Source: an optimization exercise on an open RTL-to-GDS flow (aim: small area, a short achievable clock period and few clock cycles). Production flows keep margins and buffers that such runs may drop.
In this exercise RTL edits were held to simulation tests only and were not proved equivalent to the original.
No activity file was given, so power comes from the tool's default toggle rates.

==> flow/design.v <==
module csa20_core (
    input  wire        clk,
    input  wire        rst,           
    output reg         mem_valid,
    output reg         mem_we,
    output reg  [10:0] mem_addr,
    output reg  [19:0] mem_wdata,
    input  wire        mem_ready,
    input  wire [19:0] mem_rdata,
    output wire        halted,
    output wire [1:0]  halt_code,     
    output wire [3:0]  mfr,
    output wire        cc_ov,
    output wire        cc_uf
);
    localparam [5:0] OP_LDR = 6'd1,  OP_STR = 6'd2,  OP_LDA = 6'd3,  OP_AMR = 6'd4,
                     OP_SMR = 6'd5,  OP_AIR = 6'd6,  OP_SIR = 6'd7,  OP_LDX = 6'd33,
                     OP_STX = 6'd34;
    localparam [11:0] BOOT_PC       = 12'd10;
    localparam [11:0] FAULT_ENTRY   = 12'd43;
    localparam [10:0] FAULT_PC_SAVE = 11'd4;
    reg s_f;         
    reg s_a1;        
    reg s_a2;        
    reg s_op;        
    reg s_h;         
    reg [11:0] pc;           
    reg [19:0] gpr [0:3];
    reg [12:0] ix  [1:3];
    reg [1:0]  mfr_r;        
    reg        ov_r, uf_r;
    reg [1:0]  hcode;
    reg        c_ldr, c_st, c_ldx, c_alu, c_sub, c_lda;
    reg        c_stx0;       
    reg        c_ldt0;       
    reg [3:0]  rsel;         
    reg [3:1]  xsel;         
    reg [3:1]  xsel_w;       
    reg        ind;
    reg [19:0] ea;           
    reg        flt;          
    reg        flt_op;       
    reg        pend;         
    assign halted    = s_h;
    assign halt_code = hcode;
    assign mfr       = {2'b00, mfr_r};
    assign cc_ov     = ov_r;
    assign cc_uf     = uf_r;
    wire [12:0] ix_x = ({13{xsel[1]}} & ix[1]) | ({13{xsel[2]}} & ix[2]) |
                       ({13{xsel[3]}} & ix[3]);
    wire [19:0] gpr_r = ({20{rsel[0]}} & gpr[0]) | ({20{rsel[1]}} & gpr[1]) |
                        ({20{rsel[2]}} & gpr[2]) | ({20{rsel[3]}} & gpr[3]);
    wire [12:0] ix_w = ({13{xsel_w[1]}} & ix[1]) | ({13{xsel_w[2]}} & ix[2]) |
                       ({13{xsel_w[3]}} & ix[3]);
    wire [3:1] ix_tgt = c_lda ? rsel[3:1] : xsel;
    wire fault = flt;
    always @(*) begin
        mem_valid = ~s_h;
        mem_we    = fault | (s_op & c_st);
        mem_addr  = fault ? FAULT_PC_SAVE : (s_f ? pc[10:0] : ea[10:0]);
        mem_wdata = fault ? {8'd0, pc} : (gpr_r | {7'd0, ix_w});
    end
    wire xfer = ~s_h & mem_ready;
    wire [5:0] d_op = mem_rdata[19:14];
    wire [1:0] d_r  = mem_rdata[13:12];
    wire [1:0] d_x  = mem_rdata[11:10];
    wire d_ldr = (d_op == OP_LDR);
    wire d_str = (d_op == OP_STR);
    wire d_lda = (d_op == OP_LDA);
    wire d_ldx = (d_op == OP_LDX) | d_lda;
    wire d_amr = (d_op == OP_AMR) | (d_op == OP_SMR);
    wire d_imm = (d_op == OP_AIR) | (d_op == OP_SIR);
    wire d_stx = (d_op == OP_STX);
    wire d_sub = (d_op == OP_SMR) | (d_op == OP_SIR);
    wire d_legal = d_ldr | d_str | d_ldx | d_amr | d_imm | d_stx;
    wire d_direct = (d_x == 2'd0) & ~mem_rdata[9];
    wire d_stx0 = d_stx & (d_x == 2'd0);
    wire d_ldt0 = (d_lda & (d_r == 2'd0)) | ((d_op == OP_LDX) & (d_x == 2'd0));
    wire d_mem_direct = d_legal & ~d_imm & d_direct;
    wire d_halt_direct = (d_stx0 | d_ldt0) & d_direct;
    wire [11:0] ea_sum = {1'b0, ix_x[10:0]} + {1'b0, mem_rdata[10:0]};
    wire        ea_ovf = (|mem_rdata[19:11]) | (|ix_x[12:11]) | ea_sum[11];
    wire        rd_ovf = |mem_rdata[19:11];
    wire        ix_big = |mem_rdata[19:13];
    wire [19:0] alu_a  = gpr_r;
    wire [19:0] alu_bb = ea;
    wire [20:0] alu_s  = {1'b0, alu_a} + {1'b0, alu_bb} + {20'd0, c_sub};
    wire        alu_sg = alu_s[20] ^ alu_a[19] ^ alu_bb[19];
    wire        alu_ov = alu_s[20] & (~c_sub | (ea != 20'hfffff));
    wire [18:0] alu_p  = alu_a[18:0] ^ alu_bb[18:0];
    wire        alu_z  = (alu_p[0] == c_sub) &
                         (alu_p[18:1] == (alu_a[17:0] | alu_bb[17:0]));
    wire        alu_uf = alu_sg & (~alu_s[19] | alu_z);
    wire gpr_ld  = s_op & c_ldr & ~flt;
    wire ix_ld   = s_op & c_ldx & ~flt;
    wire [19:0] gpr_wd = rst ? 20'd0 : (pend ? alu_s[19:0] : mem_rdata);
    wire [12:0] ix_wd  = rst ? 13'd0 : mem_rdata[12:0];
    integer k;
    always @(posedge clk) begin
        for (k = 0; k < 4; k = k + 1)
            if (rst || ((pend || gpr_ld) && rsel[k]))
                gpr[k] <= gpr_wd;
        for (k = 1; k < 4; k = k + 1)
            if (rst || (ix_ld && ix_tgt[k]))
                ix[k] <= ix_wd;
    end
    wire f_go = s_f & ~fault & xfer;     
    wire pc_last = (pc == 12'd2047);
    always @(posedge clk) begin
        if (rst) begin
            s_f  <= 1'b1;
            s_a1 <= 1'b0;
            s_a2 <= 1'b0;
            s_op <= 1'b0;
            s_h  <= 1'b0;
            flt  <= 1'b0;
        end else if (xfer) begin
            s_f  <= (s_f & (fault | ~d_legal | d_imm)) | (s_a2 & flt) |
                    (s_op & (flt | ~(c_ldt0 | (c_ldx & ix_big))));
            s_a1 <= s_f & ~fault & d_legal & ~d_imm & ~d_direct;
            s_a2 <= s_a1 & ind;
            s_op <= (s_f & ~fault & d_mem_direct & ~d_halt_direct) |
                    (s_a1 & ~ind) | (s_a2 & ~flt & ~c_stx0);
            s_h  <= (s_f & ~fault & d_halt_direct) | (s_a2 & ~flt & c_stx0) |
                    (s_op & ~flt & (c_ldt0 | (c_ldx & ix_big)));
            flt  <= (s_f & ~fault & (~d_legal | (d_imm & pc_last))) |
                    (s_a1 & ea_ovf) | (s_a2 & ~flt & rd_ovf & ~c_stx0) |
                    (s_op & ~flt & pc_last);
        end
    end
    always @(posedge clk) begin
        if (rst)
            pc <= BOOT_PC;
        else if (xfer & (fault | s_op | (s_f & d_imm)))
            pc <= fault ? FAULT_ENTRY : pc + 12'd1;
    end
    always @(posedge clk) begin
        if (rst)
            mfr_r <= 2'd0;
        else if (xfer & fault)
            mfr_r <= {1'b1, ~(flt & flt_op)};
    end
    always @(posedge clk) begin
        if (!s_h)
            hcode <= (s_op && !c_ldt0) ? 2'd2 : 2'd1;
    end
    always @(posedge clk) begin
        if (rst) begin
            ov_r <= 1'b0;
            uf_r <= 1'b0;
            pend <= 1'b0;
        end else begin
            if (pend) begin
                ov_r <= alu_ov;
                uf_r <= alu_uf;
            end
            pend <= (f_go & d_imm) | (s_op & ~flt & xfer & c_alu);
        end
    end
    always @(posedge clk) begin
        if (f_go) begin
            c_ldr  <= d_ldr;
            c_st   <= d_str | d_stx;
            c_ldx  <= d_ldx;
            c_lda  <= d_lda;
            c_alu  <= d_amr;
            c_sub  <= d_sub;
            c_stx0 <= d_stx0;
            c_ldt0 <= d_ldt0;
            rsel   <= {4{~d_stx}} & (4'b0001 << d_r);
            xsel   <= (4'b0001 << d_x) >> 1;
            xsel_w <= {3{d_stx}} & ((4'b0001 << d_x) >> 1);
            ind    <= mem_rdata[9];
            flt_op <= ~d_legal;
        end
    end
    always @(posedge clk) begin
        if (xfer) begin
            if (s_f)
                ea <= {20{d_op == OP_SIR}} ^ {12'd0, mem_rdata[7:0]};
            else if (s_a1)
                ea <= {mem_rdata[19:11], ea_sum[10:0]};
            else
                ea <= {20{s_op & c_sub}} ^ mem_rdata;
        end
    end
endmodule
==> flow/flow/run.sh <==
#!/bin/bash
# The standard layout, with timing repair aiming at 6 ns of setup slack and
# plain buffers (not delay cells) on the ports.
set -euo pipefail
export SETUP_SLACK_MARGIN=6
export BUFFER_PORTS_ARGS="-buffer_cell sky130_fd_sc_hd__buf_4"
bash standard.sh SETUP_SLACK_MARGIN=6 "BUFFER_PORTS_ARGS=-buffer_cell sky130_fd_sc_hd__buf_4" finish > standard_flow.log 2>&1
==> flow/standard.sh <==
#!/bin/bash
# synth_recipe.tcl (not shown) runs the flow's synth.tcl, then flattens the netlist and writes it again
# the make line also repeats each setting of config.mk as NAME=value (left out here)
make -C /OpenROAD-flow-scripts/flow DESIGN_CONFIG=/design/flow/config.mk WORK_HOME=/design/flow/orfs CLKGATE_MAP_FILE= SYNTH_SCRIPT=/design/flow/synth_recipe.tcl "${@:-finish}"
==> flow/config.mk <==
export PLATFORM = sky130hd
export DESIGN_NAME = csa20_core
export DESIGN_NICKNAME = csa20_core
export VERILOG_FILES = /design/flow/design.v
export SDC_FILE = /design/flow/constraint.sdc
export NUM_CORES = 4
export LEC_CHECK = 0
export CAP_MARGIN = 20
export CORE_MARGIN = 2
export CORE_UTILIZATION = 40
export PLACE_DENSITY = 0.8
export SLEW_MARGIN = 20
==> flow/constraint.sdc <==
create_clock -name core_clock -period 10.0 [get_ports {clk}]
set_input_delay 2.0000 -clock core_clock [delete_from_list [all_inputs] [get_ports {clk}]]
set_output_delay 2.0000 -clock core_clock [all_outputs]
set_load 0.01 [all_outputs]
==> results of run 1 <==
-- repair_timing --
| item | in CTS | in global routing |
|---|---|---|
| pin swaps | 5 | 6 |
| endpoints found under the setup margin | 24 | 31 |
| gates resized for setup | 28 | 16 |
| cloned | 1 | 0 |
| hold buffers | 0 | 0 |
| buffers inserted | 5 | 6 |
-- cells in the mapped netlist, types with 19 or more instances --
cell type	number	area [um^2]
sky130_fd_sc_hd__xnor2_1	39	342
sky130_fd_sc_hd__nand2_1	42	158
sky130_fd_sc_hd__mux2i_1	25	250
sky130_fd_sc_hd__dfxtp_1	23	460
sky130_fd_sc_hd__xor2_1	40	350
sky130_fd_sc_hd__ha_1	49	613
sky130_fd_sc_hd__a222oi_1	24	240
sky130_fd_sc_hd__edfxtp_1	161	4830
sky130_fd_sc_hd__clkbuf_1	39	146
sky130_fd_sc_hd__inv_1	67	251
sky130_fd_sc_hd__a221oi_1	20	175
sky130_fd_sc_hd__nand3_1	19	95.1
sky130_fd_sc_hd__nor2_1	99	372
sky130_fd_sc_hd__o21ai_0	20	100
sky130_fd_sc_hd__a21oi_1	48	240
-- worst paths after layout --
check | from | end | slack, ns | cells after the start
min reg2reg | flt_op | mfr_r[0] | 0.45 | 1
max | xsel_w[1] | mem_wdata[2] | 5.92 | 4
max reg2reg | rsel[0] | gpr[3][18] | 6.18 | 14
min | flt_op | mfr_r[0] | 0.45 | 1
-- per-layer routing --
layer,part of all wire,track usage,routed length (um),vias up
met5,0,0,0,-
met4,0.030,0.0738,862,0
met3,0.085,0.0447,2410,54
met2,0.47,0.342,13400,411
met1,0.41,0.285,11800,3831
li1,-,-,-,3553
-- logic make-up (layout without fill, tap and decap cells) --
kind of cell | count (synthesis) | after routing
muxes | 25 | 25
and+or+nand+nor | 251 | 251
buffers and inverters | 124 | 185
other | 1 | 2
AOI/OAI and AO/OA | 216 | 216
adders and majority gates | 52 | 52
xor gates and xnor gates | 79 | 79
DFF | 184 | 184
-- flip-flops by register name, summed over array words and instances (netlist names), 2 cells and up --
signal / cells
ea: 20
gpr: 80
hcode: 2
ix: 39
mfr_r: 2
pc: 12
rsel: 4
xsel: 3
xsel_w: 3
-- cell type report --
class / instances / area, um^2 / area share
clock inverter: 15 / 156 / 0.0130
multi-input combinational: 625 / 4730 / 0.394
timing repair inverter: 1 / 7.51 / 0.000626
clock buffer: 17 / 425 / 0.0355
sequential: 184 / 5300 / 0.442
timing repair buffer: 84 / 704 / 0.0587
inverter: 68 / 259 / 0.0216
tap: 330 / 413 / 0.0344
-- report_power, final --
group | internal, mW | switching (mW) | total (mW)
Sequential | 0.895 | 0.0414 | 0.936
Combinational | 0.196 | 0.282 | 0.477
Clock | 0.355 | 0.319 | 0.674
Total | 1.45 | 0.642 | 2.09
-- per-stage QoR --
step	setup slack, ns	util	instances	instance area (um^2)
floorplan	5.98	-	933	10200
global placement	5.61	0.436	1280	11000
detailed placement	5.58	0.436	1280	11000
CTS	5.87	0.470	1318	11800
global route	5.92	0.478	1324	12000
finish	5.92	0.478	1324	12000
-- placed cells by master, fill, tap and decap left out, types with 19 or more instances in the layout --
| cell type | netlist | layout |
|---|---|---|
| sky130_fd_sc_hd__xor2_1 | 40 | 40 |
| sky130_fd_sc_hd__a21oi_1 | 48 | 46 |
| sky130_fd_sc_hd__nand3_1 | 19 | 19 |
| sky130_fd_sc_hd__nand2_1 | 42 | 40 |
| sky130_fd_sc_hd__dfxtp_1 | 23 | 22 |
| sky130_fd_sc_hd__buf_4 | 2 | 76 |
| sky130_fd_sc_hd__nor2_1 | 99 | 99 |
| sky130_fd_sc_hd__a222oi_1 | 24 | 24 |
| sky130_fd_sc_hd__xnor2_1 | 39 | 39 |
| sky130_fd_sc_hd__edfxtp_1 | 161 | 161 |
| sky130_fd_sc_hd__ha_1 | 49 | 48 |
| sky130_fd_sc_hd__mux2i_1 | 25 | 25 |
| sky130_fd_sc_hd__inv_1 | 67 | 66 |
==> results.sh, run 1 <==
export IMPL_synth_edff_count=161
export IMPL_floorplan_initialDensity=0.406
export IMPL_syn_avg_cell_area_um2=10.9
export IMPL_vias=7849
export IMPL_clock_sink_count=184
export IMPL_port_buffers=62
export IMPL_drt_initial_drc_count=1078
export IMPL_antenna_cells_inserted=0
export IMPL_synth_seq_cells=184
export IMPL_largest_family_of_logic_cells_by_synthesized_area="compound AO/OA/AOI/OAI gates"
export IMPL_synth_area_mux_share=0.0245
export IMPL_synthesis_instances=932
export IMPL_timing_critical_path_from_type="flip-flop"
export IMPL_register_area_share_after_synthesis=0.519
export IMPL_setup_worst_path_end_class="primary output"
export IMPL_htree_num_levels=4
export IMPL_fmax_mhz=245
export IMPL_die_w_um=164
export IMPL_yosys_cell_types_count=67
export IMPL_p_total_mw=2.09
export IMPL_min_period_ns=4.08
export IMPL_timing_max_cap_violations=0
export IMPL_drc=0
export IMPL_grt_util_all_layers=0.212
export IMPL_ys_warnings_count=3
export IMPL_clk_root_buffer_cell="sky130_fd_sc_hd__clkbuf_16"
export IMPL_static_leakage_nw=4.66
export IMPL_cpLargestDelayFamily="compound AO/OA/AOI/OAI gates"
export IMPL_max_clock_path_buffers=2
export IMPL_gp_congestion=0.930
export IMPL_fp_row_count=58
export IMPL_num_io_pins=65
export IMPL_setup_violations_final=0
export IMPL_min_delay_path_class="flip-flop to flip-flop"
export IMPL_worst_endpoint_arrival_ns=2.08
export IMPL_drt_pass1_iter_count=6
export IMPL_synth_compound_gate_area_share=0.156
export IMPL_worstPathMaxFanout=7
export IMPL_synthSimpleGateAreaFrac=0.119
export IMPL_synth_async_sr_flop_share=0
export IMPL_grt_overflow_total=0
export IMPL_finalHoldViolations=0
export IMPL_ys_flop_type="sky130_fd_sc_hd__edfxtp_1"
export IMPL_cp_required_ns=8.00
export IMPL_worstPathCellList="buf_12 > a222oi_1 > a31oi_1 > buf_4"
export IMPL_report_final_slew_viol_count=0
export IMPL_tightestPinTransition_ns=1.01
export IMPL_dp_final_hpwl_mm=19.4
export IMPL_grt_start_max_net_pins=47
export IMPL_tns_ns=0
export IMPL_area_growth_synth_to_final_pct=17.6
export IMPL_synth_adder_area_share=0.0660
export IMPL_slowest_stage="sky130_fd_sc_hd__a222oi_1"
export IMPL_via_count_of_the_first_global_routing_pass=7343
export IMPL_run_status="complete, no violations"
export IMPL_worst_ir_drop_vdd_mv=0.117
export IMPL_vertical_extent_of_the_die_um=164
export IMPL_clk_pin_slew_ns=0.07
export IMPL_synth_xor_area_frac=0.0678
export IMPL_ant_nets=0
export IMPL_number_of_antenna_violations_at_the_first_check_in_global_routing=0
export IMPL_design_final_nets=1056
export IMPL_power_density_mw_per_mm2=174
export IMPL_grt_pass1_wl_mm=42.8
export IMPL_grt_setup_unrepaired="true"
export IMPL_cts_tree="done"
export IMPL_nFillCells=2267
export IMPL_die_area_mm2=0.0268
export IMPL_worst_clock_skew_ns=0.00851
export IMPL_timing_hold_ws_ns=0.447
export IMPL_slew_headroom=0.324
export IMPL_totalWireLength_mm=28.4
export IMPL_routedWlPerCell_um=21.4
export IMPL_path_class="flip-flop to primary output"
export IMPL_tritoncts_num_buffers=17
export IMPL_final_period_utilization=0.408
export IMPL_crit_buf_inv=2
export IMPL_floorplan_core_area_mm2=0.0251
export IMPL_avgViaCountPerCell=5.93
export IMPL_clock_insertion_delay_worst_skew_ns=0.44
export IMPL_post_synthesis_cell_area_mm2=0.0102
export IMPL_final_layout_size_suffix_gt1_frac=0.158
export IMPL_largest_incremental_delay_on_the_critical_path_ns=0.53
Testbench counts, summed over its fixed seeds: cycles 19,209.
==> run 2, diff against run 1 <==
--- a/flow/config.mk
+++ b/flow/config.mk
@@ -7,2 +7,3 @@
 export LEC_CHECK = 0
+export ABC_CLOCK_PERIOD_IN_PS = 3000
 export CAP_MARGIN = 20
@@ -10,3 +11,2 @@
 export CORE_UTILIZATION = 40
-export PLACE_DENSITY = 0.8
 export SLEW_MARGIN = 20
==> run 2 against run 1 <==
  * Critical path depth up 1
  * Via count shrank 3.0%
  * Clock skew is 0.0088 ns higher
  * Largest power group unchanged
==> results.sh, run 2 <==
export IMPL_run_status="complete, no violations"
export IMPL_drt_initial_drc_count=767
export IMPL_cell_with_the_most_instances_after_synthesis="sky130_fd_sc_hd__edfxtp_1"
export IMPL_pwr_share_comb=0.230
export IMPL_worst_ir_drop_vdd_mv=0.122
export IMPL_routedWlPerCell_um=21.7
export IMPL_grt_pass1_wl_mm=43.7
export IMPL_final_period_utilization=0.403
export IMPL_tightestPinTransition_ns=0.990
export IMPL_report_final_slew_viol_count=0
export IMPL_yosys_cell_types_count=67
export IMPL_p_total_mw=2.10
export IMPL_worstPathMaxFanout=20
export IMPL_seqCellArea_mm2=0.00530
export IMPL_setup_ws_ns=5.97
export IMPL_grt_start_max_net_pins=45
export IMPL_design_area_mm2=0.0120
export IMPL_internal_power_mw=1.47
export IMPL_totalWireLength_mm=28.9
export IMPL_placed_area_mm2=0.0110
export IMPL_synthTopCellsByCount="sky130_fd_sc_hd__edfxtp_1, sky130_fd_sc_hd__nor2_1, sky130_fd_sc_hd__inv_1"
export IMPL_antenna_cells_inserted=0
export IMPL_vertical_extent_of_the_die_um=164
export IMPL_synth_async_sr_flop_share=0
export IMPL_static_leakage_nw=4.70
export IMPL_path_class="flip-flop to primary output"
export IMPL_drc=0
export IMPL_slowest_stage="sky130_fd_sc_hd__edfxtp_1"
export IMPL_timing_critical_path_from_type="flip-flop"
export IMPL_ys_warnings_count=3
export IMPL_number_of_antenna_violations_at_the_first_check_in_global_routing=0
export IMPL_crit_buf_inv=2
export IMPL_clock_insertion_delay_worst_skew_ns=0.45
export IMPL_design_final_nets=1065
export IMPL_vias=7617
export IMPL_setup_violations_final=0
export IMPL_tritoncts_num_buffers=17
export IMPL_seq_power_share=0.443
export IMPL_drt_pass1_iter_count=8
export IMPL_power_density_mw_per_mm2=175
export IMPL_worst_endpoint_arrival_ns=2.03
export IMPL_final_layout_size_suffix_gt1_frac=0.163
export IMPL_ant_nets=0
export IMPL_gp_congestion=0.887
export IMPL_setup_worst_path_end_class="primary output"
export IMPL_synthesis_instances=932
export IMPL_total_switching_power_mw=0.635
export IMPL_grt_util_all_layers=0.220
export IMPL_timing_hold_ws_ns=0.465
export IMPL_pwr_share_clk=0.327
export IMPL_layout_cells_non_filler=1333
export IMPL_grt_setup_unrepaired="true"
export IMPL_leading_cell_types_in_the_layout_fill_and_taps_excluded="sky130_fd_sc_hd__edfxtp_1, sky130_fd_sc_hd__nor2_1, sky130_fd_sc_hd__buf_4"
export IMPL_cts_hold_fix_buffers=0
export IMPL_via_count_of_the_first_global_routing_pass=7353
export IMPL_htree_num_levels=4
export IMPL_floorplan_core_area_mm2=0.0251
export IMPL_max_reg_flops=80
export IMPL_avgViaCountPerCell=5.71
export IMPL_cts_tree="done"
export IMPL_finalHoldViolations=0
export IMPL_post_synthesis_cell_area_mm2=0.0102
export IMPL_top_register="gpr"
export IMPL_multi_input_gate_area_in_the_final_layout_mm2=0.00475
export IMPL_sw_frac_of_total=0.302
export IMPL_clock_sink_count=184
export IMPL_cp_required_ns=8.00
export IMPL_post_route_util=0.479
export IMPL_grt_overflow_total=0
export IMPL_slew_headroom=0.337
export IMPL_syn_avg_cell_area_um2=10.9
export IMPL_area_growth_synth_to_final_pct=17.9
export IMPL_tns_ns=0
export IMPL_num_io_pins=65
export IMPL_pre_cts_ws_ns=5.55
export IMPL_ys_flop_type="sky130_fd_sc_hd__edfxtp_1"
export IMPL_floorplan_initialDensity=0.406
export IMPL_worst_clock_skew_ns=0.0173
export IMPL_ys_top_cells_by_area="sky130_fd_sc_hd__edfxtp_1, sky130_fd_sc_hd__ha_1, sky130_fd_sc_hd__dfxtp_1, sky130_fd_sc_hd__nor2_1, sky130_fd_sc_hd__xor2_1"
export IMPL_worstPathCellList="buf_6 > a22o_1 > a221oi_4 > a31oi_2 > buf_4"
export IMPL_synth_seq_cells=184
export IMPL_top_regs="gpr (80), ix (39), ea (20)"
export IMPL_largest_incremental_delay_on_the_critical_path_ns=0.42
export IMPL_nFillCells=2349
export IMPL_synth_edff_count=161
export IMPL_synth_top_cell_by_area="sky130_fd_sc_hd__edfxtp_1"
export IMPL_die_area_mm2=0.0268
export IMPL_timing_max_cap_violations=0
export IMPL_register_area_share_after_synthesis=0.519
export IMPL_dp_final_hpwl_mm=20.5
export IMPL_clk_root_buffer_cell="sky130_fd_sc_hd__clkbuf_16"
export IMPL_port_buffers=62
export IMPL_max_clock_path_buffers=2
export IMPL_synth_top_area_share=0.474
export IMPL_min_period_ns=4.03
export IMPL_cpLargestDelayFamily="compound AO/OA/AOI/OAI gates"
export IMPL_fmax_mhz=248
export IMPL_clk_pin_slew_ns=0.07
export IMPL_placed_cells=1285
export IMPL_fp_row_count=58
export IMPL_die_w_um=164
export IMPL_layout_commonest_cell="sky130_fd_sc_hd__edfxtp_1"
export IMPL_min_delay_path_class="flip-flop to flip-flop"
run 2: what timing repair did:
item	in CTS	in global routing
setup endpoints to repair	28	28
resized for setup	33	14
pin swaps	2	11
buffers inserted	8	8
run 2: cell type report:
| class | count | area share |
|---|---|---|
| flip-flops and latches | 184 | 0.440 |
| multi-input cells | 625 | 0.395 |
| repair buffers | 94 | 0.0602 |
| clock buffers | 17 | 0.0354 |
| well taps | 330 | 0.0343 |
| inverters | 68 | 0.0212 |
| clock inverters | 15 | 0.0137 |
run 2: cells by family (layout without fill, tap and decap cells):
kind of cell	count (synthesis)	count (layout)	share of synthesized area
AO/OA/AOI/OAI	216	216	0.156
XOR/XNOR	79	79	0.0678
adder cells (fa/ha/maj)	52	52	0.0660
buffers and inverters	124	194	0.0476
flip-flops	184	184	0.519
multiplexers	25	25	0.0245
other	1	2	0.000368
AND/OR/NAND/NOR	251	251	0.119
run 2: worst paths after layout:
path,start,end,slack [ns],cells after the start
setup / recovery,rsel[0],mem_wdata[9],5.97,5
hold / removal,flt_op,mfr_r[0],0.46,1
setup reg to reg,rsel[1],gpr[3][18],6.22,14
hold reg to reg,flt_op,mfr_r[0],0.46,1
run 2: routing by layer:
metal	track usage	up-vias	wire length (um)
li1	-	3574	-
met2	0.352	257	13800
met1	0.304	3746	12700
met5	0	-	0
met4	0.0821	0	750
met3	0.0322	40	1640
run 2: power by group through the flow:
stage,clock network [mW],logic (mW),registers [mW]
final,0.688,0.484,0.933
after detailed placement,0,0.440,0.947
after floorplan,0,0.307,0.930
after CTS,0.696,0.469,0.931
after global placement,0,0.439,0.946
after global routing,0.723,0.527,0.938
==> run 3, diff against run 2 <==
--- a/flow/config.mk
+++ b/flow/config.mk
@@ -7,3 +7,2 @@
 export LEC_CHECK = 0
-export ABC_CLOCK_PERIOD_IN_PS = 3000
 export CAP_MARGIN = 20
@@ -11,2 +10,4 @@
 export CORE_UTILIZATION = 40
+export CTS_CLUSTER_DIAMETER = 150
+export CTS_CLUSTER_SIZE = 40
 export SLEW_MARGIN = 20
==> run 3 against run 2 <==
  * Via count unchanged
  * Sequential power about the same
  * Total power unchanged
  * Die area unchanged
  * Utilization unchanged
  * Cell area unchanged
  * First-iteration DRC count unchanged
  * Sequential share of layout area unchanged
  * Critical endpoint unchanged
==> results.sh, run 3 <==
export IMPL_seq_power_share=0.443
export IMPL_floorplan_core_area_mm2=0.0251
export IMPL_ys_flop_type="sky130_fd_sc_hd__edfxtp_1"
export IMPL_slew_headroom=0.337
export IMPL_port_buffers=62
export IMPL_vias=7617
export IMPL_tritoncts_num_buffers=17
export IMPL_holdPathStages=1
export IMPL_report_final_slew_viol_count=0
export IMPL_top_register="gpr"
export IMPL_synthesis_instances=932
export IMPL_p_total_mw=2.10
export IMPL_slowest_stage="sky130_fd_sc_hd__edfxtp_1"
export IMPL_rr_worst_depth=14
export IMPL_clk_root_buffer_cell="sky130_fd_sc_hd__clkbuf_16"
export IMPL_clock_insertion_delay_worst_skew_ns=0.45
export IMPL_internal_power_mw=1.47
export IMPL_grt_start_max_net_pins=45
export IMPL_floorplan_initialDensity=0.406
export IMPL_largest_incremental_delay_on_the_critical_path_ns=0.42
export IMPL_clock_sink_count=184
export IMPL_number_of_antenna_violations_at_the_first_check_in_global_routing=0
export IMPL_worst_endpoint_arrival_ns=2.03
export IMPL_fmax_mhz=248
export IMPL_worst_clock_skew_ns=0.0173
export IMPL_grt_pass1_wl_mm=43.7
export IMPL_gp_congestion=0.887
export IMPL_final_layout_size_suffix_gt1_frac=0.163
export IMPL_syn_avg_cell_area_um2=10.9
export IMPL_tns_ns=0
export IMPL_top_regs="gpr (80), ix (39), ea (20)"
export IMPL_setup_ws_ns=5.97
export IMPL_pwr_share_comb=0.230
export IMPL_ant_nets=0
export IMPL_placed_area_mm2=0.0110
export IMPL_max_reg_flops=80
export IMPL_cell_with_the_most_instances_after_synthesis="sky130_fd_sc_hd__edfxtp_1"
export IMPL_cts_tree="done"
export IMPL_final_period_utilization=0.403
export IMPL_ys_top_cells_by_area="sky130_fd_sc_hd__edfxtp_1, sky130_fd_sc_hd__ha_1, sky130_fd_sc_hd__dfxtp_1, sky130_fd_sc_hd__nor2_1, sky130_fd_sc_hd__xor2_1"
export IMPL_synth_top_cell_by_area="sky130_fd_sc_hd__edfxtp_1"
export IMPL_avgViaCountPerCell=5.71
export IMPL_worstPathMaxFanout=20
export IMPL_drt_pass1_iter_count=8
export IMPL_timing_reg2reg_setup_slack_ns=6.22
export IMPL_synth_top_area_share=0.474
export IMPL_leading_cell_types_in_the_layout_fill_and_taps_excluded="sky130_fd_sc_hd__edfxtp_1, sky130_fd_sc_hd__nor2_1, sky130_fd_sc_hd__buf_4"
export IMPL_synth_seq_cells=184
export IMPL_grt_setup_unrepaired="true"
export IMPL_tightestPinTransition_ns=0.990
export IMPL_clk_pin_slew_ns=0.07
export IMPL_yosys_cell_types_count=67
export IMPL_run_status="complete, no violations"
export IMPL_synth_edff_count=161
export IMPL_finalHoldViolations=0
export IMPL_timing_critical_path_from_type="flip-flop"
export IMPL_post_route_util=0.479
export IMPL_seqCellArea_mm2=0.00530
export IMPL_worst_ir_drop_vdd_mv=0.122
export IMPL_min_delay_path_class="flip-flop to flip-flop"
export IMPL_synth_async_sr_flop_share=0
export IMPL_totalWireLength_mm=28.9
export IMPL_routedWlPerCell_um=21.7
export IMPL_design_final_nets=1065
export IMPL_htree_num_levels=4
export IMPL_num_io_pins=65
export IMPL_cts_hold_fix_buffers=0
export IMPL_pwr_share_clk=0.327
export IMPL_die_area_mm2=0.0268
export IMPL_multi_input_gate_area_in_the_final_layout_mm2=0.00475
export IMPL_area_growth_synth_to_final_pct=17.9
export IMPL_timing_max_cap_violations=0
export IMPL_post_synthesis_cell_area_mm2=0.0102
export IMPL_min_period_ns=4.03
export IMPL_total_switching_power_mw=0.635
export IMPL_via_count_of_the_first_global_routing_pass=7353
export IMPL_ys_warnings_count=3
export IMPL_layout_commonest_cell="sky130_fd_sc_hd__edfxtp_1"
export IMPL_design_area_mm2=0.0120
export IMPL_grt_overflow_total=0
export IMPL_static_leakage_nw=4.70
export IMPL_register_area_share_after_synthesis=0.519
export IMPL_drc=0
export IMPL_sw_frac_of_total=0.302
export IMPL_synthTopCellsByCount="sky130_fd_sc_hd__edfxtp_1, sky130_fd_sc_hd__nor2_1, sky130_fd_sc_hd__inv_1"
export IMPL_grt_util_all_layers=0.220
export IMPL_die_w_um=164
export IMPL_power_density_mw_per_mm2=175
export IMPL_path_class="flip-flop to primary output"
export IMPL_fp_row_count=58
export IMPL_dp_final_hpwl_mm=20.5
export IMPL_pre_cts_ws_ns=5.55
export IMPL_setup_worst_path_end_class="primary output"
export IMPL_nFillCells=2349
export IMPL_antenna_cells_inserted=0
export IMPL_worstPathCellList="buf_6 > a22o_1 > a221oi_4 > a31oi_2 > buf_4"
export IMPL_vertical_extent_of_the_die_um=164
export IMPL_cp_required_ns=8.00
export IMPL_setup_violations_final=0
export IMPL_max_clock_path_buffers=2
export IMPL_drt_initial_drc_count=767
==> run 3: cell counts after synthesis <==
Identical to the previous run, type by type.
==> run 3: what timing repair did <==
action                     CTS  global route
setup buffers                8             8
pin swaps                    2            11
setup endpoints to repair   28            28
resized for setup           33            14
==> run 3: metal layers <==
metal,GRT usage,part of all wire
met4,0.0821,0.026
met1,0.304,0.44
met2,0.352,0.48
met3,0.0322,0.057
met5,0,0
==> run 3: worst paths after layout <==
kind                               from           end
worst max register to register  rsel[1]    gpr[3][18]
worst min register to register   flt_op      mfr_r[0]
worst min-delay path             flt_op      mfr_r[0]
worst max-delay path            rsel[0]  mem_wdata[9]
==> run 3: cell type report <==
| class | instances | area share |
|---|---|---|
| multi-input cells | 625 | 0.395 |
| well taps | 330 | 0.0343 |
| clock buffers | 17 | 0.0354 |
| repair buffers | 94 | 0.0602 |
| flip-flops and latches | 184 | 0.440 |
| clock inverters | 15 | 0.0137 |
| inverters | 68 | 0.0212 |
==> run 3: power groups by stage <==
stage                     registers, mW  logic [mW]  clock network (mW)
after CTS                         0.931       0.469               0.696
after floorplan                   0.930       0.307                   0
after global routing              0.938       0.527               0.723
after detailed placement          0.947       0.440                   0
final                             0.933       0.484               0.688
after global placement            0.946       0.439                   0
==> run 3: stage by stage <==
stage | hold WS [ns] | std cells
finish | 0.465 | 1333
global route | 0.484 | 1333
CTS | 0.472 | 1325
detailed placement | 0.451 | 1285
global placement | 0.456 | 1285
floorplan | 0.424 | 933
==> run 3: critical path: cells and delay by family, from the launching register on <==
kind            cells  cell delay, ns
buf+inv             2            0.37
flops               1            0.42
compound gates      3            0.78
==> run 3: cell families after synthesis <==
logic type | after synthesis | share of synthesized area
AOI/OAI and AO/OA | 216 | 0.156
xor gates and xnor gates | 79 | 0.0678
adders and majority gates | 52 | 0.0660
buffers and inverters | 124 | 0.0476
DFF | 184 | 0.519
muxes | 25 | 0.0245
other | 1 | 0.000368
and+or+nand+nor | 251 | 0.119
==> run 4, diff against run 3 <==
--- a/flow/config.mk
+++ b/flow/config.mk
@@ -10,4 +10,2 @@
 export CORE_UTILIZATION = 40
-export CTS_CLUSTER_DIAMETER = 150
-export CTS_CLUSTER_SIZE = 40
 export SLEW_MARGIN = 20
==> run 4 against run 3 <==
  * Still clean on timing, DRC and antenna
  * Highest routed layer unchanged
  * Largest power group unchanged
  * Register-to-register slack hardly changed
  * Setup slack stayed put
  * Critical path type unchanged
  * Wire length stayed put
==> results.sh, run 4 <==
export IMPL_run_status="complete, no violations"
export IMPL_path_class="flip-flop to primary output"
export IMPL_synth_seq_cells=184
export IMPL_post_synthesis_cell_area_mm2=0.0102
export IMPL_power_density_mw_per_mm2=175
export IMPL_tns_ns=0
export IMPL_min_period_ns=4.03
export IMPL_avgViaCountPerCell=5.71
export IMPL_number_of_antenna_violations_at_the_first_check_in_global_routing=0
export IMPL_die_w_um=164
export IMPL_num_io_pins=65
export IMPL_grt_overflow_total=0
export IMPL_area_growth_synth_to_final_pct=17.9
export IMPL_grt_start_max_net_pins=45
export IMPL_slew_headroom=0.337
export IMPL_gp_congestion=0.887
export IMPL_synthTopCellsByCount="sky130_fd_sc_hd__edfxtp_1, sky130_fd_sc_hd__nor2_1, sky130_fd_sc_hd__inv_1"
export IMPL_tightestPinTransition_ns=0.990
export IMPL_register_area_share_after_synthesis=0.519
export IMPL_clock_sink_count=184
export IMPL_drc=0
export IMPL_port_buffers=62
export IMPL_final_period_utilization=0.403
export IMPL_drt_initial_drc_count=767
export IMPL_drt_pass1_iter_count=8
export IMPL_cts_tree="done"
export IMPL_fp_row_count=58
export IMPL_worst_endpoint_arrival_ns=2.03
export IMPL_floorplan_initialDensity=0.406
export IMPL_max_clock_path_buffers=2
export IMPL_via_count_of_the_first_global_routing_pass=7353
export IMPL_grt_setup_unrepaired="true"
export IMPL_nFillCells=2349
export IMPL_dp_final_hpwl_mm=20.5
export IMPL_synth_async_sr_flop_share=0
export IMPL_post_route_util=0.479
export IMPL_yosys_cell_types_count=67
export IMPL_synth_top_area_share=0.474
export IMPL_synth_edff_count=161
export IMPL_grt_util_all_layers=0.220
export IMPL_floorplan_core_area_mm2=0.0251
export IMPL_min_delay_path_class="flip-flop to flip-flop"
export IMPL_ys_warnings_count=3
export IMPL_routedWlPerCell_um=21.7
export IMPL_ant_nets=0
export IMPL_antenna_cells_inserted=0
export IMPL_final_layout_size_suffix_gt1_frac=0.163
export IMPL_cts_hold_fix_buffers=0
export IMPL_clk_pin_slew_ns=0.07
export IMPL_design_final_nets=1065
export IMPL_clock_insertion_delay_worst_skew_ns=0.45
export IMPL_worstPathMaxFanout=20
export IMPL_report_final_slew_viol_count=0
export IMPL_finalHoldViolations=0
export IMPL_syn_avg_cell_area_um2=10.9
export IMPL_worst_ir_drop_vdd_mv=0.122
export IMPL_timing_critical_path_from_type="flip-flop"
export IMPL_layout_commonest_cell="sky130_fd_sc_hd__edfxtp_1"
export IMPL_die_area_mm2=0.0268
export IMPL_grt_pass1_wl_mm=43.7
export IMPL_static_leakage_nw=4.70
export IMPL_totalWireLength_mm=28.9
export IMPL_cp_required_ns=8.00
export IMPL_timing_max_cap_violations=0
export IMPL_fmax_mhz=248
export IMPL_setup_worst_path_end_class="primary output"
export IMPL_clk_root_buffer_cell="sky130_fd_sc_hd__clkbuf_16"
export IMPL_synthesis_instances=932
export IMPL_setup_violations_final=0
export IMPL_tritoncts_num_buffers=17
export IMPL_ys_top_cells_by_area="sky130_fd_sc_hd__edfxtp_1, sky130_fd_sc_hd__ha_1, sky130_fd_sc_hd__dfxtp_1, sky130_fd_sc_hd__nor2_1, sky130_fd_sc_hd__xor2_1"
export IMPL_max_reg_flops=80
export IMPL_top_regs="gpr (80), ix (39), ea (20)"
export IMPL_timing_hold_ws_ns=0.465
export IMPL_vertical_extent_of_the_die_um=164
export IMPL_synth_top_cell_by_area="sky130_fd_sc_hd__edfxtp_1"
export IMPL_cell_with_the_most_instances_after_synthesis="sky130_fd_sc_hd__edfxtp_1"
export IMPL_ys_flop_type="sky130_fd_sc_hd__edfxtp_1"
export IMPL_leading_cell_types_in_the_layout_fill_and_taps_excluded="sky130_fd_sc_hd__edfxtp_1, sky130_fd_sc_hd__nor2_1, sky130_fd_sc_hd__buf_4"
export IMPL_top_register="gpr"
export IMPL_htree_num_levels=4
export IMPL_vias=7617
export IMPL_worst_clock_skew_ns=0.0173
-- run 4: cell counts after synthesis --
Identical to the previous run, type by type.
-- run 4: stage by stage --
stage | instances | area [um^2] | power [mW] | worst slack, ns
after floorplan | 933 | 10200 | 1.24 | 5.98
after global placement | 1285 | 11000 | 1.38 | 5.60
after detailed placement | 1285 | 11000 | 1.39 | 5.55
after CTS | 1325 | 11900 | 2.10 | 5.94
after global routing | 1333 | 12000 | 2.19 | 5.91
final | 1333 | 12000 | 2.10 | 5.97
-- run 4: final timing paths --
| check | from | endpoint | slack (ns) | cells after the start |
|---|---|---|---|---|
| worst min-delay path | flt_op | mfr_r[0] | 0.46 | 1 |
| worst min register to register | flt_op | mfr_r[0] | 0.46 | 1 |
| worst max-delay path | rsel[0] | mem_wdata[9] | 5.97 | 5 |
| worst max register to register | rsel[1] | gpr[3][18] | 6.22 | 14 |
-- run 4: power by group --
part / switching (mW) / total, mW / internal, mW
clock network: 0.312 / 0.688 / 0.375
registers: 0.0375 / 0.933 / 0.895
logic: 0.285 / 0.484 / 0.198
total: 0.635 / 2.10 / 1.47
-- run 4: timing repair --
| action | in CTS | in global routing |
|---|---|---|
| setup endpoints to repair | 28 | 28 |
| buffers inserted | 8 | 8 |
| pin swaps | 2 | 11 |
| gates resized for setup | 33 | 14 |
-- run 4: worst max-delay path, cell delays in order (launching register included) --
cell and delay, ns:
sky130_fd_sc_hd__edfxtp_1 0.42, sky130_fd_sc_hd__buf_6 0.20, sky130_fd_sc_hd__a22o_1 0.25, sky130_fd_sc_hd__a221oi_4 0.35, sky130_fd_sc_hd__a31oi_2 0.18, sky130_fd_sc_hd__buf_4 0.17
-- run 4: area by class of cell --
| class | instances | area (um^2) | area share |
|---|---|---|---|
| Sequential cell | 184 | 5300 | 0.440 |
| Inverter | 68 | 255 | 0.0212 |
| Clock buffer | 17 | 425 | 0.0354 |
| Multi-Input combinational cell | 625 | 4750 | 0.395 |
| Timing Repair Buffer | 94 | 724 | 0.0602 |
| Tap cell | 330 | 413 | 0.0343 |
| Clock inverter | 15 | 165 | 0.0137 |
-- run 4: kinds of logic (layout without fill, tap and decap cells) --
group           Yosys count  after routing  synth area share
mux                      25             25            0.0245
xor+xnor                 79             79            0.0678
fa+ha+maj                52             52            0.0660
flops                   184            184             0.519
compound gates          216            216             0.156
buf+inv                 124            194            0.0476
simple gates            251            251             0.119
other cells               1              2          0.000368
-- run 4: routing by layer --
layer	GRT usage	vias up	wire, um
met3	0.0322	40	1640
met2	0.352	257	13800
li1	-	3574	-
met5	0	-	0
met1	0.304	3746	12700
met4	0.0821	0	750
==> run 5, diff against run 4 <==
--- a/flow/config.mk
+++ b/flow/config.mk
@@ -9,3 +9,3 @@
 export CORE_MARGIN = 2
-export CORE_UTILIZATION = 40
+export CORE_UTILIZATION = 30
 export SLEW_MARGIN = 20
==> run 5 against run 4 <==
  * Total power decreased by 0.67%
  * Combinational power decreased by 1%
  * Highest routed layer unchanged
  * Maximum frequency decreased by 3.4%
  * Critical path type unchanged
  * Critical endpoint is now mem_wdata[12]
  * Critical path depth decreased by 2
  * Sequential share of layout area decreased by 0.37 points
  * First-iteration DRC count decreased by 17%
==> results.sh, run 5 <==
export IMPL_setup_worst_path_end_class="primary output"
export IMPL_syn_avg_cell_area_um2=10.9
export IMPL_port_buffers=62
export IMPL_holdPathStages=1
export IMPL_timing_reg2reg_setup_slack_ns=6.13
export IMPL_htree_num_levels=4
export IMPL_register_area_share_after_synthesis=0.519
export IMPL_floorplan_initialDensity=0.304
export IMPL_worst_clock_skew_ns=0.0124
export IMPL_fp_row_count=67
export IMPL_number_of_antenna_violations_at_the_first_check_in_global_routing=0
export IMPL_clock_insertion_delay_worst_skew_ns=0.44
export IMPL_leading_cell_types_in_the_layout_fill_and_taps_excluded="sky130_fd_sc_hd__edfxtp_1, sky130_fd_sc_hd__nor2_1, sky130_fd_sc_hd__buf_4"
export IMPL_drt_initial_drc_count=634
export IMPL_clk_root_buffer_cell="sky130_fd_sc_hd__clkbuf_16"
export IMPL_synth_edff_count=161
export IMPL_timing_max_cap_violations=0
export IMPL_ant_nets=0
export IMPL_drc=0
export IMPL_worst_endpoint_arrival_ns=2.17
export IMPL_tritoncts_num_buffers=17
export IMPL_rr_worst_depth=13
export IMPL_setup_violations_final=0
export IMPL_final_period_utilization=0.417
export IMPL_design_final_nets=1061
export IMPL_num_io_pins=65
export IMPL_floorplan_core_area_mm2=0.0335
export IMPL_fmax_mhz=240
export IMPL_synth_seq_cells=184
export IMPL_min_period_ns=4.17
export IMPL_synth_top_area_share=0.474
export IMPL_max_reg_flops=80
export IMPL_post_synthesis_cell_area_mm2=0.0102
export IMPL_report_final_slew_viol_count=0
export IMPL_cell_with_the_most_instances_after_synthesis="sky130_fd_sc_hd__edfxtp_1"
export IMPL_worst_ir_drop_vdd_mv=0.115
export IMPL_tightestPinTransition_ns=0.984
export IMPL_cts_hold_fix_buffers=0
export IMPL_slew_headroom=0.342
export IMPL_grt_start_max_net_pins=45
export IMPL_clk_pin_slew_ns=0.07
export IMPL_top_regs="gpr (80), ix (39), ea (20)"
export IMPL_yosys_cell_types_count=67
export IMPL_gp_congestion=0.892
export IMPL_placed_area_mm2=0.0111
export IMPL_run_status="complete, no violations"
export IMPL_synthesis_instances=932
export IMPL_cts_tree="done"
export IMPL_grt_overflow_total=0
export IMPL_grt_pass1_wl_mm=44.2
export IMPL_path_class="flip-flop to primary output"
export IMPL_layout_commonest_cell="sky130_fd_sc_hd__edfxtp_1"
export IMPL_nFillCells=3349
export IMPL_static_leakage_nw=4.66
export IMPL_drt_pass1_iter_count=5
export IMPL_via_count_of_the_first_global_routing_pass=7430
export IMPL_tns_ns=0
export IMPL_max_clock_path_buffers=2
export IMPL_finalHoldViolations=0
export IMPL_ys_warnings_count=3
export IMPL_totalWireLength_mm=29.2
export IMPL_die_w_um=188
export IMPL_power_density_mw_per_mm2=172
export IMPL_min_delay_path_class="flip-flop to flip-flop"
export IMPL_ys_top_cells_by_area="sky130_fd_sc_hd__edfxtp_1, sky130_fd_sc_hd__ha_1, sky130_fd_sc_hd__dfxtp_1, sky130_fd_sc_hd__nor2_1, sky130_fd_sc_hd__xor2_1"
export IMPL_worstPathMaxFanout=8
export IMPL_synth_top_cell_by_area="sky130_fd_sc_hd__edfxtp_1"
export IMPL_dp_final_hpwl_mm=20.9
export IMPL_top_register="gpr"
export IMPL_grt_setup_unrepaired="true"
export IMPL_clock_sink_count=184
export IMPL_final_layout_size_suffix_gt1_frac=0.162
export IMPL_routedWlPerCell_um=20.2
export IMPL_design_area_mm2=0.0121
export IMPL_synthTopCellsByCount="sky130_fd_sc_hd__edfxtp_1, sky130_fd_sc_hd__nor2_1, sky130_fd_sc_hd__inv_1"
export IMPL_timing_critical_path_from_type="flip-flop"
export IMPL_setup_ws_ns=5.83
export IMPL_area_growth_synth_to_final_pct=18.9
export IMPL_cp_required_ns=8.00
export IMPL_die_area_mm2=0.0355
export IMPL_ys_flop_type="sky130_fd_sc_hd__edfxtp_1"
export IMPL_grt_util_all_layers=0.165
export IMPL_antenna_cells_inserted=0
export IMPL_vias=7615
export IMPL_vertical_extent_of_the_die_um=188
export IMPL_pre_cts_ws_ns=5.64
export IMPL_avgViaCountPerCell=5.26
export IMPL_synth_async_sr_flop_share=0
-- run 5: cell counts after synthesis --
No cell type changed its count.
-- run 5: worst paths after layout --
check | start | endpoint
worst max-delay path | xsel_w[1] | mem_wdata[12]
worst min-delay path | flt_op | mfr_r[0]
worst max register to register | rsel[2] | gpr[2][18]
worst min register to register | flt_op | mfr_r[0]
-- run 5: critical path, stage by stage, from the launching register on --
cell and delay (ns):
sky130_fd_sc_hd__edfxtp_1 0.55, sky130_fd_sc_hd__a222oi_1 0.79, sky130_fd_sc_hd__a21oi_1 0.20, sky130_fd_sc_hd__buf_4 0.19
-- run 5: per-layer routing --
metal  vias to the layer above  track usage  share of wire
met5                         -            0              0
li1                       3564            -              -
met1                      3764        0.216           0.43
met4                         0       0.0661          0.028
met2                       238        0.279           0.49
met3                        49       0.0194          0.051
-- run 5: final cells by class --
| cell class | instances | area, um^2 | share of cell area |
|---|---|---|---|
| flip-flops and latches | 184 | 5300 | 0.437 |
| well taps | 448 | 561 | 0.0462 |
| repair buffers | 89 | 691 | 0.0569 |
| clock inverters | 15 | 154 | 0.0127 |
| multi-input cells | 625 | 4740 | 0.391 |
| repair inverters | 1 | 7.51 | 0.000619 |
| clock buffers | 17 | 425 | 0.0351 |
| inverters | 68 | 259 | 0.0214 |
-- run 5: power by group --
group	switching [mW]	total [mW]	internal, mW
Combinational	0.284	0.479	0.195
Clock	0.323	0.676	0.353
Sequential	0.0399	0.935	0.895
-- run 5: logic make-up (layout without fill, tap and decap cells) --
family                     Yosys count  after routing  share of synthesized area
AOI/OAI and AO/OA                  216            216                      0.156
xor gates and xnor gates            79             79                     0.0678
DFF                                184            184                      0.519
muxes                               25             25                     0.0245
buffers and inverters              124            190                     0.0476
adders and majority gates           52             52                     0.0660
and+or+nand+nor                    251            251                      0.119
other                                1              2                   0.000368
-- run 5: repair_timing --
item                                    CTS  global route
gates resized for setup                  26            23
pin swaps                                 9             5
cloned                                    1             0
setup buffers                            13             2
endpoints found under the setup margin   29            33
-- run 5: stage by stage --
step	power, mW	utilization	cells	hold slack (ns)
after floorplan	1.24	-	933	0.424
after global placement	1.38	0.331	1399	0.431
after detailed placement	1.39	0.331	1399	0.438
after CTS	2.07	0.357	1445	0.447
after global routing	2.17	0.362	1447	0.457
final	2.09	0.362	1447	0.445
==> run 6, diff against run 5 <==
--- a/flow/config.mk
+++ b/flow/config.mk
@@ -9,3 +9,3 @@
 export CORE_MARGIN = 2
-export CORE_UTILIZATION = 30
+export CORE_UTILIZATION = 50
 export SLEW_MARGIN = 20
==> run 6 against run 5 <==
  * Global-route usage up 11 points
  * Total power grew 0.50%
  * Critical path depth increased by 1
  * First-iteration DRC count is 13% higher
  * Non-clock buffer count up 5
  * Die area down 39%
  * Register-to-register slack improved by 0.07 ns
  * Critical path type unchanged
==> results.sh, run 6 <==
export IMPL_run_status="complete, no violations"
export IMPL_fmax_mhz=247
export IMPL_clock_insertion_delay_worst_skew_ns=0.44
export IMPL_setup_worst_path_end_class="primary output"
export IMPL_via_count_of_the_first_global_routing_pass=7602
export IMPL_cell_with_the_most_instances_after_synthesis="sky130_fd_sc_hd__edfxtp_1"
export IMPL_report_final_slew_viol_count=0
export IMPL_top_register="gpr"
export IMPL_slowest_stage="sky130_fd_sc_hd__a222oi_1"
export IMPL_synthSimpleGateAreaFrac=0.119
export IMPL_slew_headroom=0.291
export IMPL_synthesis_instances=932
export IMPL_number_of_antenna_violations_at_the_first_check_in_global_routing=0
export IMPL_clk_root_buffer_cell="sky130_fd_sc_hd__clkbuf_16"
export IMPL_worstPathMaxFanout=6
export IMPL_pre_cts_ws_ns=5.54
export IMPL_register_area_share_after_synthesis=0.519
export IMPL_finalHoldViolations=0
export IMPL_totalWireLength_mm=29.1
export IMPL_tightestPinTransition_ns=1.06
export IMPL_worstPathCellList="buf_6 > a222oi_1 > a31oi_1 > buf_4"
export IMPL_max_reg_flops=80
export IMPL_num_io_pins=65
export IMPL_worst_ir_drop_vdd_mv=0.126
export IMPL_final_layout_size_suffix_gt1_frac=0.160
export IMPL_ys_flop_type="sky130_fd_sc_hd__edfxtp_1"
export IMPL_worst_clock_skew_ns=0.0111
export IMPL_setup_ws_ns=5.95
export IMPL_drt_initial_drc_count=718
export IMPL_tns_ns=0
export IMPL_synth_adder_area_share=0.0660
export IMPL_timing_max_cap_violations=0
export IMPL_tritoncts_num_buffers=17
export IMPL_static_leakage_nw=4.69
export IMPL_dp_final_hpwl_mm=20.6
export IMPL_synth_top_cell_by_area="sky130_fd_sc_hd__edfxtp_1"
export IMPL_synth_seq_cells=184
export IMPL_multi_input_gate_area_in_the_final_layout_mm2=0.00475
export IMPL_synth_top_area_share=0.474
export IMPL_synth_xor_area_frac=0.0678
export IMPL_path_class="flip-flop to primary output"
export IMPL_floorplan_initialDensity=0.507
export IMPL_cts_tree="done"
export IMPL_p_total_mw=2.10
export IMPL_ys_top_cells_by_area="sky130_fd_sc_hd__edfxtp_1, sky130_fd_sc_hd__ha_1, sky130_fd_sc_hd__dfxtp_1, sky130_fd_sc_hd__nor2_1, sky130_fd_sc_hd__xor2_1"
export IMPL_worst_endpoint_arrival_ns=2.05
export IMPL_synth_area_mux_share=0.0245
export IMPL_gp_congestion=0.923
export IMPL_grt_setup_unrepaired="true"
export IMPL_die_area_mm2=0.0216
export IMPL_layout_cells_non_filler=1274
export IMPL_fp_row_count=52
export IMPL_clk_pin_slew_ns=0.07
export IMPL_crit_buf_inv=2
export IMPL_largest_incremental_delay_on_the_critical_path_ns=0.63
export IMPL_clock_sink_count=184
export IMPL_final_period_utilization=0.405
export IMPL_synthTopCellsByCount="sky130_fd_sc_hd__edfxtp_1, sky130_fd_sc_hd__nor2_1, sky130_fd_sc_hd__inv_1"
export IMPL_ant_nets=0
export IMPL_grt_overflow_total=0
export IMPL_leading_cell_types_in_the_layout_fill_and_taps_excluded="sky130_fd_sc_hd__edfxtp_1, sky130_fd_sc_hd__nor2_1, sky130_fd_sc_hd__buf_4"
export IMPL_die_w_um=147
export IMPL_htree_num_levels=4
export IMPL_min_delay_path_class="flip-flop to flip-flop"
export IMPL_min_period_ns=4.05
export IMPL_setup_violations_final=0
export IMPL_drc=0
export IMPL_top_regs="gpr (80), ix (39), ea (20)"
export IMPL_max_clock_path_buffers=2
export IMPL_syn_avg_cell_area_um2=10.9
export IMPL_seqCellArea_mm2=0.00530
export IMPL_power_density_mw_per_mm2=175
export IMPL_port_buffers=62
export IMPL_grt_start_max_net_pins=47
export IMPL_grt_pass1_wl_mm=44.3
export IMPL_synth_edff_count=161
export IMPL_grt_util_all_layers=0.275
export IMPL_floorplan_core_area_mm2=0.0201
export IMPL_yosys_cell_types_count=67
export IMPL_synth_compound_gate_area_share=0.156
export IMPL_timing_hold_ws_ns=0.456
export IMPL_placed_cells=1220
export IMPL_post_synthesis_cell_area_mm2=0.0102
export IMPL_timing_critical_path_from_type="flip-flop"
export IMPL_synth_async_sr_flop_share=0
export IMPL_cp_required_ns=8.00
export IMPL_vias=7709
export IMPL_nFillCells=1647
export IMPL_routedWlPerCell_um=22.9
export IMPL_area_growth_synth_to_final_pct=17.4
export IMPL_cts_hold_fix_buffers=0
export IMPL_ys_warnings_count=3
export IMPL_design_final_nets=1065
export IMPL_avgViaCountPerCell=6.05
export IMPL_drt_pass1_iter_count=7
export IMPL_largest_family_of_logic_cells_by_synthesized_area="compound AO/OA/AOI/OAI gates"
export IMPL_timing_reg2reg_setup_slack_ns=6.20
export IMPL_vertical_extent_of_the_die_um=147
export IMPL_layout_commonest_cell="sky130_fd_sc_hd__edfxtp_1"
export IMPL_cpLargestDelayFamily="compound AO/OA/AOI/OAI gates"
## run 6: cell counts after synthesis
Identical to the previous run, type by type.
## run 6: cell families after synthesis
family	Yosys count
simple gates	251
compound gates	216
flops	184
buf+inv	124
xor+xnor	79
fa+ha+maj	52
mux	25
other cells	1
## run 6: final cells by class
| cell class | instances | area share |
|---|---|---|
| well taps | 270 | 0.0282 |
| clock inverters | 9 | 0.00627 |
| multi-input cells | 625 | 0.397 |
| flip-flops and latches | 184 | 0.443 |
| clock buffers | 23 | 0.0436 |
| inverters | 68 | 0.0213 |
| diodes | 1 | 0.000209 |
| repair buffers | 94 | 0.0609 |
## run 6: power breakdown
group	leakage [nW]	switching [mW]	internal, mW	total (mW)
clock network	0.283	0.306	0.374	0.681
logic	2.60	0.279	0.200	0.479
registers	1.82	0.0449	0.895	0.940
## run 6: stage by stage
stage               cell area (um^2)   util
global placement               10900  0.541
floorplan                      10200      -
detailed placement             10900  0.541
finish                         12000  0.596
CTS                            11800  0.585
global route                   12000  0.595
## run 6: timing repair
action,4_1_cts,5_1_grt
endpoints found under the setup margin,43,26
cloned,1,0
gates resized for setup,32,17
buffers inserted,8,12
pin swaps,5,12
## run 6: path summary, 6_finish.rpt
check | startpoint | endpoint | cells past startpoint
setup reg to reg | rsel[0] | gpr[0][18] | 14
setup / recovery | xsel_w[1] | mem_wdata[0] | 4
hold / removal | flt_op | mfr_r[0] | 1
hold reg to reg | flt_op | mfr_r[0] | 1
## run 6: layer usage
layer,up-vias,GRT usage,part of all wire
met5,-,0,0
met1,3866,0.378,0.44
li1,3568,-,-
met3,42,0.0438,0.050
met2,233,0.448,0.49
met4,0,0.0932,0.020
==> run 7, diff against run 6 <==
==> flow/flow/run.sh (replaced) <==
#!/bin/bash
# The standard layout, with timing repair aiming at 6.5 ns of setup slack and
# plain buffers (not delay cells) on the ports.
set -euo pipefail
export SETUP_SLACK_MARGIN=6.5
export BUFFER_PORTS_ARGS="-buffer_cell sky130_fd_sc_hd__buf_4"
bash standard.sh SETUP_SLACK_MARGIN=6.5 "BUFFER_PORTS_ARGS=-buffer_cell sky130_fd_sc_hd__buf_4" finish > standard_flow.log 2>&1
--- a/flow/config.mk
+++ b/flow/config.mk
@@ -9,3 +9,3 @@
 export CORE_MARGIN = 2
-export CORE_UTILIZATION = 50
+export CORE_UTILIZATION = 40
 export SLEW_MARGIN = 20
==> run 7 against run 6 <==
  * Largest cell class unchanged
  * Combinational power rose by about 20%
  * Critical path type unchanged
  * Area after synthesis did not move
  * Synthesized cell count did not move
  * Final cell count rose by 8.5%
  * Register-to-register slack improved by 0.05 ns
  * Still clean on timing, DRC and antenna
  * Clock power fell by 2%
  * Worst hold slack got worse by 0.015 ns
  * First-iteration DRC count fell by 4.5%
==> results.sh, run 7 <==
export IMPL_fp_row_count=58
export IMPL_totalWireLength_mm=29.8
export IMPL_floorplan_initialDensity=0.406
export IMPL_num_io_pins=65
export IMPL_register_area_share_after_synthesis=0.519
export IMPL_leading_cell_types_in_the_layout_fill_and_taps_excluded="sky130_fd_sc_hd__edfxtp_1, sky130_fd_sc_hd__buf_4, sky130_fd_sc_hd__nor2_1"
export IMPL_synth_seq_cells=184
export IMPL_worst_clock_skew_ns=0.0102
export IMPL_largest_incremental_delay_on_the_critical_path_ns=0.80
export IMPL_slew_headroom=0.382
export IMPL_drc=0
export IMPL_hold_path_startpoint="flt_op"
export IMPL_slowest_stage="sky130_fd_sc_hd__a222oi_1"
export IMPL_floorplan_core_area_mm2=0.0251
export IMPL_crit_buf_inv=1
export IMPL_synth_compound_gate_area_share=0.156
export IMPL_post_route_util=0.515
export IMPL_routedWlPerCell_um=21.6
export IMPL_sw_frac_of_total=0.307
export IMPL_ant_nets=0
export IMPL_grt_util_all_layers=0.225
export IMPL_drt_initial_drc_count=686
export IMPL_timing_hold_worst_endpoint="mfr_r[0]"
export IMPL_seqCellArea_mm2=0.00530
export IMPL_finalHoldViolations=0
export IMPL_power_density_mw_per_mm2=168
export IMPL_grt_setup_unrepaired="true"
export IMPL_grt_pass1_wl_mm=45.0
export IMPL_cts_hold_fix_buffers=0
export IMPL_port_buffers=62
export IMPL_pwr_share_comb=0.263
export IMPL_syn_avg_cell_area_um2=10.9
export IMPL_grt_overflow_total=0
export IMPL_top_regs="gpr (80), ix (39), ea (20)"
export IMPL_die_area_mm2=0.0268
export IMPL_min_delay_path_class="flip-flop to flip-flop"
export IMPL_synthSimpleGateAreaFrac=0.119
export IMPL_max_clock_path_buffers=2
export IMPL_tritoncts_num_buffers=17
export IMPL_layout_commonest_cell="sky130_fd_sc_hd__edfxtp_1"
export IMPL_min_period_ns=4.13
export IMPL_ys_top_cells_by_area="sky130_fd_sc_hd__edfxtp_1, sky130_fd_sc_hd__ha_1, sky130_fd_sc_hd__dfxtp_1, sky130_fd_sc_hd__nor2_1, sky130_fd_sc_hd__xor2_1"
export IMPL_area_growth_synth_to_final_pct=26.8
export IMPL_antenna_cells_inserted=0
export IMPL_tns_ns=0
export IMPL_vertical_extent_of_the_die_um=164
export IMPL_clock_insertion_delay_worst_skew_ns=0.44
export IMPL_total_switching_power_mw=0.668
export IMPL_timing_critical_path_from_type="flip-flop"
export IMPL_drt_pass1_iter_count=9
export IMPL_ys_flop_type="sky130_fd_sc_hd__edfxtp_1"
export IMPL_cell_with_the_most_instances_after_synthesis="sky130_fd_sc_hd__edfxtp_1"
export IMPL_synth_adder_area_share=0.0660
export IMPL_final_period_utilization=0.413
export IMPL_via_count_of_the_first_global_routing_pass=7696
export IMPL_p_total_mw=2.18
export IMPL_top_register="gpr"
export IMPL_ys_warnings_count=3
export IMPL_cp_required_ns=8.00
export IMPL_static_leakage_nw=5.05
export IMPL_synth_top_area_share=0.474
export IMPL_worstPathMaxFanout=6
export IMPL_synthesis_instances=932
export IMPL_htree_num_levels=4
export IMPL_post_synthesis_cell_area_mm2=0.0102
export IMPL_worst_ir_drop_vdd_mv=0.130
export IMPL_synth_xor_area_frac=0.0678
export IMPL_timing_max_cap_violations=0
export IMPL_tightestPinTransition_ns=0.923
export IMPL_synth_async_sr_flop_share=0
export IMPL_clk_pin_slew_ns=0.07
export IMPL_internal_power_mw=1.51
export IMPL_nFillCells=2227
export IMPL_vias=7798
export IMPL_reg2reg_to="gpr[0][18]"
export IMPL_yosys_cell_types_count=67
export IMPL_die_w_um=164
export IMPL_synth_top_cell_by_area="sky130_fd_sc_hd__edfxtp_1"
export IMPL_multi_input_gate_area_in_the_final_layout_mm2=0.00514
export IMPL_path_class="flip-flop to primary output"
export IMPL_critical_register_to_register_path_startpoint="rsel[1]"
export IMPL_timing_reg2reg_setup_slack_ns=6.25
export IMPL_synth_edff_count=161
export IMPL_design_final_nets=1114
export IMPL_gp_congestion=0.894
export IMPL_worst_endpoint_arrival_ns=2.13
export IMPL_number_of_antenna_violations_at_the_first_check_in_global_routing=0
export IMPL_clk_root_buffer_cell="sky130_fd_sc_hd__clkbuf_16"
export IMPL_synth_area_mux_share=0.0245
export IMPL_grt_start_max_net_pins=45
export IMPL_dp_final_hpwl_mm=20.2
export IMPL_seq_power_share=0.430
export IMPL_worstSetupStartpoint="xsel_w[1]"
export IMPL_cts_tree="done"
export IMPL_avgViaCountPerCell=5.64
export IMPL_max_reg_flops=80
export IMPL_setup_worst_path_end_class="primary output"
export IMPL_setup_violations_final=0
export IMPL_report_final_slew_viol_count=0
export IMPL_holdPathStages=1
export IMPL_cpLargestDelayFamily="compound AO/OA/AOI/OAI gates"
export IMPL_fmax_mhz=242
export IMPL_rr_worst_depth=16
export IMPL_synthTopCellsByCount="sky130_fd_sc_hd__edfxtp_1, sky130_fd_sc_hd__nor2_1, sky130_fd_sc_hd__inv_1"
export IMPL_run_status="complete, no violations"
export IMPL_pwr_share_clk=0.307
export IMPL_worstPathCellList="a222oi_1 > a21oi_1 > buf_4"
export IMPL_largest_family_of_logic_cells_by_synthesized_area="compound AO/OA/AOI/OAI gates"
export IMPL_clock_sink_count=184
export IMPL_final_layout_size_suffix_gt1_frac=0.257
[run 7: changes by cell type in the layout (fill, tap and decap cells not counted), sizes merged]
cell    before  now
buf         94  141
bufbuf       0    2
bufinv       0    1
clkbuf      23   19
clkinv       3    4
diode        1    0
inv         71   73
[run 7: worst register-to-register path, stage by stage (launching register included)]
cell and delay, ns:
sky130_fd_sc_hd__edfxtp_1 0.49, sky130_fd_sc_hd__buf_6 0.17, sky130_fd_sc_hd__a22o_1 0.21, sky130_fd_sc_hd__a221oi_4 0.25, sky130_fd_sc_hd__buf_4 0.17, sky130_fd_sc_hd__buf_6 0.09
sky130_fd_sc_hd__fa_2 0.23, sky130_fd_sc_hd__inv_2 0.04, sky130_fd_sc_hd__fa_2 0.36, sky130_fd_sc_hd__a21oi_4 0.20, sky130_fd_sc_hd__o22ai_4 0.10, sky130_fd_sc_hd__o2111ai_2 0.22
sky130_fd_sc_hd__nand4b_1 0.16, sky130_fd_sc_hd__and2_4 0.21, sky130_fd_sc_hd__a22oi_2 0.17, sky130_fd_sc_hd__mux2i_1 0.23, sky130_fd_sc_hd__o311ai_2 0.15
[run 7: metrics by stage]
stage	hold slack (ns)	setup WS, ns	area (um^2)	std cells
2_1_floorplan	0.424	5.98	10300	933
3_3_place_gp	0.436	5.69	11000	1283
3_5_place_dp	0.446	5.61	11000	1283
4_1_cts	0.449	5.89	12500	1359
5_1_grt	0.470	5.79	12900	1382
6_report	0.441	5.87	12900	1382
[run 7: timing repair]
item,CTS,global route
pin swaps,38,45
endpoints found under the setup margin,176,191
setup buffers,42,23
cloned,2,0
resized for setup,82,60
[run 7: kinds of logic after synthesis]
group / after synthesis
multiplexers: 25
adder cells (fa/ha/maj): 52
AO/OA/AOI/OAI: 216
XOR/XNOR: 79
buffers and inverters: 124
flip-flops: 184
other: 1
AND/OR/NAND/NOR: 251
[run 7: cell type report]
type / instances / share of cell area
flip-flops and latches: 184 / 0.410
multi-input cells: 625 / 0.398
repair buffers: 143 / 0.0959
clock buffers: 19 / 0.0343
well taps: 330 / 0.0319
inverters: 68 / 0.0201
clock inverters: 13 / 0.0104
[run 7: worst max-delay path by stage]
stage | depth (start not counted) | slack (ns) | endpoint
floorplan | 10 | 5.98 | ea[10]
global placement | 11 | 5.69 | ea[10]
detailed placement | 3 | 5.61 | gpr[2][6]
CTS | 3 | 5.89 | mem_wdata[12]
global route | 3 | 5.79 | mem_wdata[12]
finish | 3 | 5.87 | mem_wdata[12]
[run 7: layer usage]
layer	share of wire	routed length, um	track usage
met1	0.43	13000	0.300
met2	0.49	14700	0.379
met3	0.054	1600	0.0368
met4	0.018	550	0.0622
met5	0	0	0
[run 7: power by group through the flow]
| stage | clock network (mW) | logic (mW) | registers [mW] |
|---|---|---|---|
| 2_1_floorplan | 0 | 0.311 | 0.930 |
| 3_3_place_gp | 0 | 0.434 | 0.950 |
| 3_5_place_dp | 0 | 0.436 | 0.952 |
| 4_1_cts | 0.675 | 0.516 | 0.934 |
| 5_1_grt | 0.705 | 0.619 | 0.940 |
| 6_report | 0.669 | 0.574 | 0.935 |

[re-timing with driven ports]
Ports are ideal in the flow. The routed layouts listed here were re-timed in OpenROAD. Step 1: set_driving_cell puts a clkbuf_16 on clk and a buf_2 on each other input, an assumption about the parent block. Step 2 also shifts input and output timing later by t, the mid clock arrival at the registers, as if the neighbouring blocks saw the same clock. Three values: ideal, step 1, step 2; two values: the first two.
run	shift t [ns]	setup WS [ns]	hold slack, ns
run 1	0.482	5.918 / 5.872 / 5.615	0.447 / 0.447 / 0.447
run 2	0.479	5.970 / 5.927 / 5.643	0.465 / 0.465 / 0.465
run 3	0.479	5.970 / 5.927 / 5.643	0.465 / 0.465 / 0.465
run 4	0.479	5.970 / 5.927 / 5.643	0.465 / 0.465 / 0.465
run 5	0.481	5.826 / 5.785 / 5.565	0.445 / 0.445 / 0.445
run 6	0.479	5.955 / 5.907 / 5.620	0.456 / 0.456 / 0.456
run 7	0.484	5.871 / 5.824 / 5.770	0.441 / 0.441 / 0.441
After both steps every run listed still meets setup and hold. The setup slack of run 6, which loses most, moves by -0.048 ns with the drivers and by -0.335 ns with both steps.
